Background: an optimization exercise with open tools, aiming at small area, a short achievable clock period and few clock cycles per item. Do not read the settings as production practice.
Function was checked by simulation only, so behaviour that the tests miss may differ from the original.

==> flow/design.v <==
module modular_add_sub_unit #(
    parameter integer Q  = 3329,
    parameter integer DW = 12
) (
    input  wire [DW-1:0] a,
    input  wire [DW-1:0] b,
    input  wire          fn,
    output wire [DW-1:0] r
);
    wire [DW:0] sum  = {1'b0, a} + {1'b0, b};
    wire [DW:0] sumq = sum - Q;
    wire [DW:0] diff = {1'b0, a} - {1'b0, b};
    wire [DW:0] difq = diff + Q;
    assign r = fn ? (diff[DW] ? difq[DW-1:0] : diff[DW-1:0])
                  : (sumq[DW] ? sum[DW-1:0] : sumq[DW-1:0]);
endmodule
module modular_mult_unit #(
    parameter integer Q  = 3329,
    parameter integer DW = 12
) (
    input  wire [DW-1:0] a,
    input  wire [DW-1:0] b,
    output wire [DW-1:0] r
);
    wire [23:0] p  = a * b;
    wire [27:0] qm = p[23:10] * 14'd5039;
    wire [11:0] q  = qm[27:14];
    wire [12:0] r0 = p[12:0] - q * 13'd3329;
    wire [12:0] r1 = r0 - 13'd3329;
    assign r = r1[12] ? r0[11:0] : r1[11:0];
endmodule
module twiddle_rom (
    input  wire [1:0]  tbl,      
    input  wire [2:0]  idx,
    output reg  [11:0] data
);
    always @(*) begin
        case ({tbl, idx})
            5'b00_000: data = 12'd1;
            5'b00_001: data = 12'd1729;
            5'b00_010: data = 12'd749;
            5'b00_011: data = 12'd40;
            5'b00_100: data = 12'd630;
            5'b00_101: data = 12'd687;
            5'b00_110: data = 12'd2481;
            5'b00_111: data = 12'd1897;
            5'b01_000: data = 12'd1432;
            5'b01_001: data = 12'd848;
            5'b01_010: data = 12'd2642;
            5'b01_011: data = 12'd2699;
            5'b01_100: data = 12'd3289;
            5'b01_101: data = 12'd2580;
            5'b01_110: data = 12'd1600;
            5'b01_111: data = 12'd3328;
            5'b10_000: data = 12'd630;
            5'b10_001: data = 12'd2699;
            5'b10_010: data = 12'd687;
            5'b10_011: data = 12'd2642;
            5'b10_100: data = 12'd2481;
            5'b10_101: data = 12'd848;
            5'b10_110: data = 12'd1897;
            5'b10_111: data = 12'd1432;
            5'b11_000: data = 12'd716;
            5'b11_001: data = 12'd424;
            5'b11_010: data = 12'd1321;
            5'b11_011: data = 12'd3014;
            5'b11_100: data = 12'd3309;
            5'b11_101: data = 12'd1290;
            5'b11_110: data = 12'd800;
            5'b11_111: data = 12'd1664;
            default:   data = 12'd0;
        endcase
    end
endmodule
module ntt_forward_butterfly #(
    parameter integer Q  = 3329,
    parameter integer DW = 12
) (
    input  wire [DW-1:0] p,         
    input  wire [DW-1:0] r,         
    input  wire [DW-1:0] x,         
    input  wire [DW-1:0] y,
    input  wire [DW-1:0] z,         
    input  wire          m_fwd,     
    input  wire          m_tz,      
    input  wire          m_r0,      
    input  wire          m_hlv,     
    input  wire          m_sub,     
    output wire [DW-1:0] d,         
    output wire [DW-1:0] t,         
    output wire [DW-1:0] oa,
    output wire [DW-1:0] ob
);
    modular_mult_unit #(.Q(Q), .DW(DW)) u_mul (.a(x), .b(y), .r(t));
    wire [DW-1:0] u, v;
    wire [DW-1:0] u1 = m_tz ? z : p;
    wire [DW-1:0] u2 = (m_fwd || m_tz) ? t : (m_r0 ? {DW{1'b0}} : r);
    modular_add_sub_unit #(.Q(Q), .DW(DW)) u_u (.a(u1), .b(u2), .fn(1'b0), .r(u));
    modular_add_sub_unit #(.Q(Q), .DW(DW)) u_v (.a(p),  .b(t),  .fn(1'b1), .r(v));
    modular_add_sub_unit #(.Q(Q), .DW(DW)) u_d (.a(p),  .b(r),  .fn(1'b1), .r(d));
    wire [DW-1:0] uh = {1'b0, u[DW-1:1]} + (u[0] ? (Q + 1) / 2 : 0);
    assign oa = m_sub ? d : (m_hlv ? uh : u);
    assign ob = m_fwd ? v : t;
endmodule
module ntt_forward_butterfly_stage (
    input  wire        clk,
    input  wire        rst,
    input  wire        cmd_valid,
    input  wire [31:0] cmd_word,
    output wire        cmd_ready,
    output wire        busy,
    output wire        rsp_valid,
    output wire [15:0] rsp_data
);
    localparam integer Q    = 3329;
    localparam integer N    = 16;
    localparam integer L    = 3;           
    localparam integer H    = N / 2;
    localparam integer DW   = 12;
    localparam integer NH   = 32;          
    localparam [3:0] OP_NOP  = 4'h0, OP_LDC  = 4'h1, OP_RDC  = 4'h2, OP_RDT  = 4'h3,
                     OP_RDS  = 4'h4, OP_NTT  = 4'h5, OP_INTT = 4'h6, OP_PWM  = 4'h7,
                     OP_MADD = 4'h8, OP_MSUB = 4'h9, OP_MMUL = 4'hA, OP_MHLV = 4'hB,
                     OP_FSTG = 4'hC, OP_ISTG = 4'hD;
    wire [3:0]  c_op  = cmd_word[31:28];
    wire [1:0]  c_d   = cmd_word[27:26];
    wire [1:0]  c_a   = cmd_word[25:24];
    wire [7:0]  c_idx = cmd_word[23:16];
    wire [15:0] c_imm = cmd_word[15:0];
    reg [31:0] c_mask;
    always @(*) begin
        case (c_op)
            OP_NOP, OP_RDS:                     c_mask = 32'hFFFF_FFFF;
            OP_LDC:                             c_mask = 32'hF300_0000;
            OP_RDC, OP_RDT:                     c_mask = 32'hFC00_FFFF;
            OP_NTT, OP_INTT:                    c_mask = 32'hF3FF_FFFF;
            OP_PWM, OP_MADD, OP_MSUB, OP_MMUL:  c_mask = 32'hF03F_FFFF;
            OP_MHLV:                            c_mask = 32'hF0FF_FFFF;
            OP_FSTG, OP_ISTG:                   c_mask = 32'hF300_FFFF;
            default:                            c_mask = 32'hF000_0000;
        endcase
    end
    wire c_err_op = (c_op >= 4'hE) || ((cmd_word & c_mask) != {c_op, 28'd0});
    reg c_err_idx;
    always @(*) begin
        case (c_op)
            OP_LDC, OP_RDC:   c_err_idx = (c_idx >= N);
            OP_RDT:           c_err_idx = (c_a == 2'd3) || (c_idx >= H);
            OP_FSTG, OP_ISTG: c_err_idx = (c_idx >= L);
            default:          c_err_idx = 1'b0;
        endcase
    end
    wire c_err_range = (c_op == OP_LDC) && (c_imm >= Q);
    wire accept    = cmd_valid && cmd_ready;
    wire fault_op  = c_err_op;
    wire fault_idx = !c_err_op && c_err_idx;
    wire fault_rng = !c_err_op && !c_err_idx && c_err_range;
    wire c_ok      = !c_err_op && !c_err_idx && !c_err_range;
    wire c_multi = (c_op >= OP_NTT) && (c_op <= OP_ISTG);
    reg        run_q;
    reg [3:0]  op_q;
    reg [1:0]  d_q, a_q, b_q;
    reg [1:0]  stg_q, last_q;
    reg [2:0]  cnt_q;      
    reg [1:0]  rnd_q;      
    wire is_fwd  = (op_q == OP_NTT)  || (op_q == OP_FSTG);
    wire is_inv  = (op_q == OP_INTT) || (op_q == OP_ISTG);
    wire is_bfly = is_fwd || is_inv;
    wire is_pwm  = (op_q == OP_PWM);
    wire is_ew   = (op_q >= OP_MADD) && (op_q <= OP_MHLV);
    wire is_msub = (op_q == OP_MSUB);
    wire is_mmul = (op_q == OP_MMUL);
    wire is_mhlv = (op_q == OP_MHLV);
    wire last_cnt = is_bfly ? (cnt_q == 3'd3) : is_pwm ? (cnt_q == 3'd4) : (cnt_q == 3'd7);
    always @(posedge clk) begin
        if (rst) begin
            run_q  <= 1'b0;
            op_q   <= OP_NOP;
            d_q    <= 2'd0;
            a_q    <= 2'd0;
            b_q    <= 2'd0;
            stg_q  <= 2'd0;
            last_q <= 2'd0;
            cnt_q  <= 3'd0;
            rnd_q  <= 2'd0;
        end else if (!run_q) begin
            if (accept && c_ok && c_multi) begin
                run_q  <= 1'b1;
                op_q   <= c_op;
                d_q    <= c_d;
                a_q    <= c_a;
                b_q    <= cmd_word[23:22];
                cnt_q  <= 3'd0;
                rnd_q  <= 2'd0;
                if (c_op == OP_FSTG || c_op == OP_ISTG) begin
                    stg_q  <= c_idx[1:0];
                    last_q <= c_idx[1:0];
                end else begin
                    stg_q  <= 2'd0;
                    last_q <= L - 1;
                end
            end
        end else begin
            if (last_cnt) begin
                cnt_q <= 3'd0;
                if (is_bfly && stg_q != last_q)
                    stg_q <= stg_q + 2'd1;
                else if (is_pwm && rnd_q != 2'd3)
                    rnd_q <= rnd_q + 2'd1;
                else
                    run_q <= 1'b0;
            end else begin
                cnt_q <= cnt_q + 3'd1;
            end
        end
    end
    wire [1:0] s  = cnt_q[1:0];
    wire [1:0] lm = is_fwd ? (2'd3 - stg_q) : (2'd1 + stg_q);
    reg  [2:0] j0h;    
    reg  [2:0] jmh;    
    always @(*) begin
        case (lm)
            2'd3:    begin j0h = {1'b0, s};        jmh = {1'b1, s};        end
            2'd2:    begin j0h = {s[1], 1'b0, s[0]}; jmh = {s[1], 1'b1, s[0]}; end
            default: begin j0h = {s, 1'b0};        jmh = {s, 1'b1};        end
        endcase
    end
    reg [2:0] bf_k;
    always @(*) begin
        if (is_fwd)
            case (stg_q)
                2'd0:    bf_k = 3'd1;
                2'd1:    bf_k = {2'b01, s[1]};
                default: bf_k = {1'b1, s};
            endcase
        else
            case (stg_q)
                2'd0:    bf_k = {1'b0, s};
                2'd1:    bf_k = {2'b10, s[1]};
                default: bf_k = 3'd6;
            endcase
    end
    wire [2:0] pw_pe = {rnd_q, (cnt_q >= 3'd3)};
    wire [2:0] pw_po = {rnd_q, (cnt_q >= 3'd2)};
    wire [2:0] pw_z  = {rnd_q, (cnt_q >= 3'd2)};
    wire ph0 = is_pwm && cnt_q == 3'd0;
    wire ph1 = is_pwm && cnt_q == 3'd1;
    wire ph2 = is_pwm && cnt_q == 3'd2;
    wire ph3 = is_pwm && cnt_q == 3'd3;
    wire ph4 = is_pwm && cnt_q == 3'd4;
    reg [5:0] rda_q;       
    always @(posedge clk)
        if (accept) rda_q <= {c_idx[0], c_a, c_idx[3:1]};
    reg [NH*DW-1:0] mem_e, mem_o;
    reg [1:0] bank_p, bank_r;
    reg [2:0] ie_p, ie_r, io_p, io_r;
    always @(*) begin
        bank_p = a_q; bank_r = b_q;
        ie_p = cnt_q; ie_r = cnt_q; io_p = cnt_q; io_r = cnt_q;
        if (!run_q) begin
            bank_p = rda_q[4:3];
            ie_p = rda_q[2:0]; io_p = rda_q[2:0];
        end else if (is_bfly) begin
            bank_p = d_q; bank_r = d_q;
            ie_p = j0h; io_p = j0h; ie_r = jmh; io_r = jmh;
        end else if (is_pwm) begin
            ie_p = pw_pe; ie_r = pw_pe; io_p = pw_po; io_r = pw_po;
        end
    end
    wire [4:0] ae_p = {bank_p, ie_p};
    wire [4:0] ae_r = {bank_r, ie_r};
    wire [4:0] ao_p = {bank_p, io_p};
    wire [4:0] ao_r = {bank_r, io_r};
    wire [DW-1:0] p0 = mem_e[ae_p*DW +: DW];
    wire [DW-1:0] r0 = mem_e[ae_r*DW +: DW];
    wire [DW-1:0] p1 = mem_o[ao_p*DW +: DW];
    wire [DW-1:0] r1 = mem_o[ao_r*DW +: DW];
    wire [DW-1:0] tw_bf, tw_z, tw_bus;
    twiddle_rom u_rom_bf (.tbl(is_fwd ? 2'd0 : 2'd3), .idx(bf_k), .data(tw_bf));
    twiddle_rom u_rom_wq (.tbl(2'd2),                  .idx(pw_z), .data(tw_z));
    assign tw_bus = is_bfly ? tw_bf : tw_z;
    wire [DW-1:0] rdt_data;
    twiddle_rom u_rom_host (.tbl(c_a), .idx(c_idx[2:0]), .data(rdt_data));
    reg [DW-1:0] ta_q, tb_q, tc_q;
    wire [DW-1:0] d0, d1, t0, t1, oa0, ob0, oa1, ob1;
    reg [DW-1:0] x0, y0, z0, x1, y1, z1;
    always @(*) begin
        x0 = tw_bus; y0 = is_inv ? d0 : r0; z0 = {DW{1'b0}};
        if (is_mmul) x0 = p0;
        if (ph0) begin x0 = p1;     y0 = r1; end
        if (ph1) begin x0 = tw_bus; y0 = ta_q; end
        if (ph2) begin x0 = p0;     y0 = r0; z0 = tc_q; end
        if (ph3) begin x0 = p0;     y0 = r1; end
        if (ph4) begin x0 = p0;     y0 = r0; z0 = tc_q; end
        x1 = tw_bus; y1 = is_inv ? d1 : r1; z1 = {DW{1'b0}};
        if (is_mmul) x1 = p1;
        if (ph0) begin x1 = p0;     y1 = r1; end
        if (ph1) begin x1 = p1;     y1 = r0; z1 = tb_q; end
        if (ph2) begin x1 = p1;     y1 = r1; end
        if (ph3) begin x1 = tw_bus; y1 = ta_q; end
        if (ph4) begin x1 = p1;     y1 = r0; z1 = tb_q; end
    end
    wire m_tz  = is_pwm || is_mmul;
    wire m_hlv = is_inv || is_mhlv;
    ntt_forward_butterfly #(.Q(Q), .DW(DW)) u_lane0 (
        .p(p0), .r(r0), .x(x0), .y(y0), .z(z0),
        .m_fwd(is_fwd), .m_tz(m_tz), .m_r0(is_mhlv), .m_hlv(m_hlv), .m_sub(is_msub),
        .d(d0), .t(t0), .oa(oa0), .ob(ob0));
    ntt_forward_butterfly #(.Q(Q), .DW(DW)) u_lane1 (
        .p(p1), .r(r1), .x(x1), .y(y1), .z(z1),
        .m_fwd(is_fwd), .m_tz(m_tz), .m_r0(is_mhlv), .m_hlv(m_hlv), .m_sub(is_msub),
        .d(d1), .t(t1), .oa(oa1), .ob(ob1));
    always @(posedge clk) begin
        if (ph0) begin ta_q <= t0; tb_q <= t1; end
        if (ph1) tc_q <= t0;
        if (ph2) ta_q <= t1;
        if (ph3) begin tb_q <= t0; tc_q <= t1; end
    end
    wire host_ldc = !run_q && accept && c_ok && (c_op == OP_LDC);
    wire [1:0] wbank = run_q ? d_q : c_d;
    reg          wa0_en, wb0_en, wa1_en, wb1_en;
    reg [2:0]    wa0_i, wb0_i, wa1_i, wb1_i;
    always @(*) begin
        wa0_en = 1'b0; wb0_en = 1'b0; wa1_en = 1'b0; wb1_en = 1'b0;
        wa0_i = cnt_q; wb0_i = jmh; wa1_i = cnt_q; wb1_i = jmh;
        if (run_q) begin
            if (is_bfly) begin
                wa0_en = 1'b1; wb0_en = 1'b1; wa1_en = 1'b1; wb1_en = 1'b1;
                wa0_i = j0h; wa1_i = j0h;
            end else if (is_ew) begin
                wa0_en = 1'b1; wa1_en = 1'b1;
            end else if (is_pwm) begin
                wa0_en = ph2 || ph4; wa0_i = pw_pe;
                wa1_en = ph1 || ph4; wa1_i = pw_po;
            end
        end else if (host_ldc) begin
            wa0_en = !c_idx[0]; wa1_en = c_idx[0];
            wa0_i = c_idx[3:1]; wa1_i = c_idx[3:1];
        end
    end
    wire [DW-1:0] wd_a0 = run_q ? oa0 : c_imm[DW-1:0];
    wire [DW-1:0] wd_a1 = run_q ? oa1 : c_imm[DW-1:0];
    genvar gb, gi;
    generate
        for (gb = 0; gb < 4; gb = gb + 1) begin : g_bank
            for (gi = 0; gi < H; gi = gi + 1) begin : g_word
                wire he_a = wa0_en && wa0_i == gi;
                wire he_b = wb0_en && wb0_i == gi;
                wire ho_a = wa1_en && wa1_i == gi;
                wire ho_b = wb1_en && wb1_i == gi;
                always @(posedge clk) begin
                    if (wbank == gb && (he_a || he_b))
                        mem_e[(gb*H+gi)*DW +: DW] <= he_b ? ob0 : wd_a0;
                    if (wbank == gb && (ho_a || ho_b))
                        mem_o[(gb*H+gi)*DW +: DW] <= ho_b ? ob1 : wd_a1;
                end
            end
        end
    endgenerate
    reg [2:0]  status_q;
    reg        rsp_v_q;
    reg [15:0] rsp_d_q;
    reg        rsp_rd_q;
    wire [DW-1:0] rdc_data = rda_q[5] ? p1 : p0;
    always @(posedge clk) begin
        if (rst) begin
            status_q <= 3'd0;
            rsp_v_q  <= 1'b0;
            rsp_d_q  <= 16'd0;
            rsp_rd_q <= 1'b0;
        end else begin
            rsp_v_q  <= 1'b0;
            rsp_rd_q <= 1'b0;
            if (accept) begin
                if (fault_op)  status_q[0] <= 1'b1;
                if (fault_idx) status_q[1] <= 1'b1;
                if (fault_rng) status_q[2] <= 1'b1;
                if (!c_err_op) begin
                    case (c_op)
                        OP_RDC: begin
                            rsp_v_q  <= 1'b1;
                            rsp_rd_q <= !c_err_idx;
                            rsp_d_q  <= 16'hFFFF;
                        end
                        OP_RDT: begin
                            rsp_v_q <= 1'b1;
                            rsp_d_q <= c_err_idx ? 16'hFFFF : {{(16-DW){1'b0}}, rdt_data};
                        end
                        OP_RDS: begin
                            rsp_v_q <= 1'b1;
                            rsp_d_q <= {13'd0, status_q};
                        end
                        default: ;
                    endcase
                end
            end
        end
    end
    assign cmd_ready = !run_q && !rst;
    assign busy      = run_q;
    assign rsp_valid = rsp_v_q && !rst;
    assign rsp_data  = rsp_rd_q ? {{(16-DW){1'b0}}, rdc_data} : rsp_d_q;
endmodule
==> flow/run.sh <==
#!/bin/bash
# synth_recipe.tcl (not shown) runs the flow's synth.tcl, then flattens the netlist and writes it again
# the make line also repeats each setting of config.mk as NAME=value (left out here)
make -C /OpenROAD-flow-scripts/flow DESIGN_CONFIG=/design/flow/config.mk WORK_HOME=/design/flow/orfs CLKGATE_MAP_FILE= SYNTH_SCRIPT=/design/flow/synth_recipe.tcl finish
==> flow/config.mk <==
export PLATFORM = sky130hd
export DESIGN_NAME = ntt_forward_butterfly_stage
export DESIGN_NICKNAME = ntt_forward_butterfly_stage
export VERILOG_FILES = /design/flow/design.v
export SDC_FILE = /design/flow/constraint.sdc
export NUM_CORES = 4
export LEC_CHECK = 0
export CAP_MARGIN = 20
export CORE_MARGIN = 2
export CORE_UTILIZATION = 40
export SLEW_MARGIN = 20
==> flow/constraint.sdc <==
create_clock -name core_clock -period 60.0 [get_ports {clk}]
set_input_delay 12.0000 -clock core_clock [delete_from_list [all_inputs] [get_ports {clk}]]
set_output_delay 12.0000 -clock core_clock [all_outputs]
set_load 0.01 [all_outputs]
==> notes.md <==
-- per-layer routing --
| metal | vias to the layer above | routed length [µm] |
|---|---|---|
| li1 | 28584 | - |
| met3 | 1062 | 36250 |
| met5 | - | 257 |
| met1 | 32690 | 120400 |
| met4 | 12 | 25020 |
| met2 | 4233 | 139300 |
-- metrics by stage --
step / hold WS (ps) / cell area, µm² / instances / setup slack [ps]
4_1_cts: 487.0 / 81890 / 10447 / 27070
3_5_place_dp: 475.0 / 78860 / 10285 / 27110
3_3_place_gp: 476.5 / 78810 / 10283 / 27250
2_1_floorplan: 436.8 / 75160 / 7985 / 35140
6_report: 495.5 / 81930 / 10458 / 26640
5_1_grt: 506.2 / 81900 / 10448 / 24980
-- flip-flops by register name (all words and copies together), names as in the netlist, 2 cells and up --
signal,cells
cnt_q,3
b_q,2
mem_o,384
rnd_q,2
tb_q,12
rda_q,6
a_q,2
last_q,2
stg_q,2
ta_q,12
op_q,4
status_q,3
tc_q,12
rsp_d_q,13
mem_e,384
d_q,2
-- cells in the mapped netlist (67+ instances only) --
cell,number,area (µm²)
and3_1,162,1013
nand3_1,363,1817
nor2_1,495,1858
mux2i_1,387,3874
o21ai_0,218,1091
fa_1,340,6807
xor2_1,71,621.9
clkbuf_1,198,743.2
a31oi_1,75,469.2
a21oi_1,315,1577
edfxtp_1,810,24320
nand2b_1,96,600.6
a211oi_1,178,1336
a311oi_1,168,1471
nor3_1,93,465.5
nand2_1,1174,4407
inv_1,685,2571
ha_1,478,5981
o211ai_1,81,608.1
xnor2_1,171,1498
mux2_2,67,754.5
buf_2,148,740.7
-- cells by family (layout without fill, tap and decap cells) --
group	after synthesis	in the layout
AND/OR/NAND/NOR	2759	2759
AO/OA/AOI/OAI	1656	1656
other	0	11
buffers and inverters	1168	1135
XOR/XNOR	251	251
flip-flops	848	848
multiplexers	484	484
adder cells (fa/ha/maj)	819	819
-- path summary, 6_finish.rpt --
check	startpoint	end	slack (ps)
setup / recovery	op_q[0]	mem_o[70]	26640
hold / removal	rsp_d_q[8]	rsp_d_q[8]	500
setup reg to reg	op_q[0]	mem_o[70]	26640
hold reg to reg	rsp_d_q[8]	rsp_d_q[8]	500
-- tightest hold or removal path: cells and delay by family, from the launching register on --
kind,cells,cell delay (ps)
and+or+nand+nor,2,140
DFF,1,310
-- cells in the final DEF, fill, tap and decap left out, types with 50 or more instances in the layout --
| cell type | n |
|---|---|
| a21oi_1 | 310 |
| nand2_1 | 1170 |
| nor2b_1 | 52 |
| fa_1 | 340 |
| edfxtp_1 | 810 |
| o211ai_1 | 81 |
| buf_4 | 227 |
| xnor2_1 | 171 |
| nor3_1 | 92 |
| xor2_1 | 71 |
| nand3_1 | 361 |
| clkdlybuf4s50_1 | 53 |
| a311oi_1 | 167 |
| mux2i_1 | 385 |
| a31oi_1 | 69 |
| mux2_2 | 66 |
| o22ai_1 | 56 |
| o21ai_0 | 217 |
| inv_1 | 685 |
| nor2_1 | 424 |
| a211oi_1 | 176 |
| nand2b_1 | 95 |
| ha_1 | 478 |
| a21o_1 | 65 |
| clkbuf_16 | 90 |
| or2_1 | 50 |
| and3_1 | 160 |
-- area by class of cell --
cell class	instances	area, µm²
antenna	11	27.53
sequential	848	25090
clock inverter	61	737.0
inverter	689	2586
tap	2495	3122
fill	17943	105300
multi-input combinational	5969	45780
clock buffer	101	2293
timing repair buffer	284	2301
==> key figures <==
Die
  • Initial Utilization: 40.15%
  • Core Rows: 159
  • Die height: 437.5 µm
  • IO Pins: 54
  • Horiz. Die Dim: 437.5 µm
  • Core area: 187200 µm²
  • DIE AREA: 191400 µm²

CTS
  • Clock Sinks: 848
  • Clk buf depth: 3
  • Clock slew at reported path FFs: 60 ps
  • Cts repair resizes: 0
  • Total CTS buffers: 90
  • H-tree levels: 3
  • Hold Buf Count CTS: 0
  • Clock Latency Late Sink: 790 ps
  • Root Buffer: clkbuf_16
  • Post CTS Setup Buffer Count: 0
  • CTS tree: done

Drt
  • Post-route ant nets: 0
  • DRT iter0 DRCs: 7932
  • WL/cell: 30.72 µm
  • Final wirelength: 321300 µm
  • Via count: 66581
  • Pre-Repair DR Iteration Count: 8
  • DRC viols: 0
  • Vias per cell: 6.367

Logic synthesis
  • Register area share after synthesis: 33.37%
  • EDFF count, synth: 810
  • Mean Syn Cell Area: 9.413 µm²
  • Simple-gate share of the synthesized area: 16.91%
  • Synthesis warning total: 2
  • Cell variety after synth: 135
  • Adder-cell area share of the yosys netlist: 17.03%
  • Compound-cell area share of the yosys netlist: 15.94%
  • Synth Cell Area: 75160 µm²
  • Mux contribution to synthesized area: 7.003%
  • Cell count after synthesis: 7985
  • Flops & latches, synth: 848
  • Predominant post-synthesis flop cell: edfxtp_1
  • Post-Synth XOR/XNOR Area: 3.080%
  • Post-synth ARST share: 0%
  • Largest family of logic cells by synthesized area: adder cells
  • Syn_nets: 8838

STA
  • Slew HR: 14.77%
  • Max Clk Rate: 29.97 MHz
  • RSZ-0062 raised after global routing: no
  • Setup Viol. Count Final: 0
  • Crit share post-route: 55.61%
  • Worst clock skew: 70.52 ps
  • Setup TNS: 0 ps
  • Fin crit period: 33360 ps
  • Slew Viols, Final: 0
  • Worst Tran Pin Value: 1243 ps
  • Final hold viol count: 0

Global route
  • Largest net degree at the start of global routing: 124
  • Gr ovfl total: 0
  • Met2 GRT Util: 49.89%
  • Total GRT Usage: 32.71%
  • Vias in the first global route: 64384
  • Global-route wire length before repair: 456900 µm
  • GR peak layer: met2
  • Initial antenna violation count: 14
  • Met3 usage: 8.562%
  • Met1 Use GR: 40.86%

Run status
  • Status: finished clean

Placement
  • Hpwl dp: 228000 µm
  • GPL Wtd Cong: 1.030
  • Buffers on Ports: 53

Setup path
  • Worst endpoint required time: 60420 ps
  • Worst path slowest cell: xnor2_1
  • Crit-path most repeated cell: inv_1
  • Crit path buffers/inverters: 15
  • CP Class: reg -> reg
  • Largest delay share family, worst path: compound AO/OA/AOI/OAI gates
  • Worst-path fanout max: 58
  • Crit-path max cell delay: 940 ps
  • Setup crit start kind: flop
  • Worst r2r path cells: 98
  • Setup crit end kind: flop
  • Worst Path Arrival: 33780 ps
  • Crit. path cell count: 98

Finish
  • Layout Utilization: 43.77%
  • P&R area growth vs syn: 9.008%
  • Final #Nets: 8735
  • Share of post-route cells with drive strength above 1: 9.168%

Worst hold path
  • Hold crit path type: reg -> reg
  • Worst Hold Depth: 2

Run
  • Number of max-cap violations: 0
Testbench counts, summed over its fixed seeds: cycles 20,744, items 192.

-- separate check: timing with driven ports --
The flow's constraints put no driver on any port. The routed layout listed below was extracted and timed again, unchanged, in two steps.
Step 1: set_driving_cell puts a clkbuf_16 on clk and a buf_2 on each other input, an assumption about the parent block.
Step 2, shift: input delay + t, output delay - t, t = (earliest + latest rising clock arrival at the registers) / 2. This alone moves slack from input paths to output paths.
a / b / c = ideal ports / drivers / drivers and shift; a / b = the first two.
shift t [ns]: 0.832
setup WS [ns]: 26.637 / 26.637 / 26.637
clock arrival spread, ns: 0.070 / 0.071
After both steps this run still meets setup and hold. For this run, drivers alone change the setup slack by 0.000 ns; drivers and shift together by 0.000 ns.
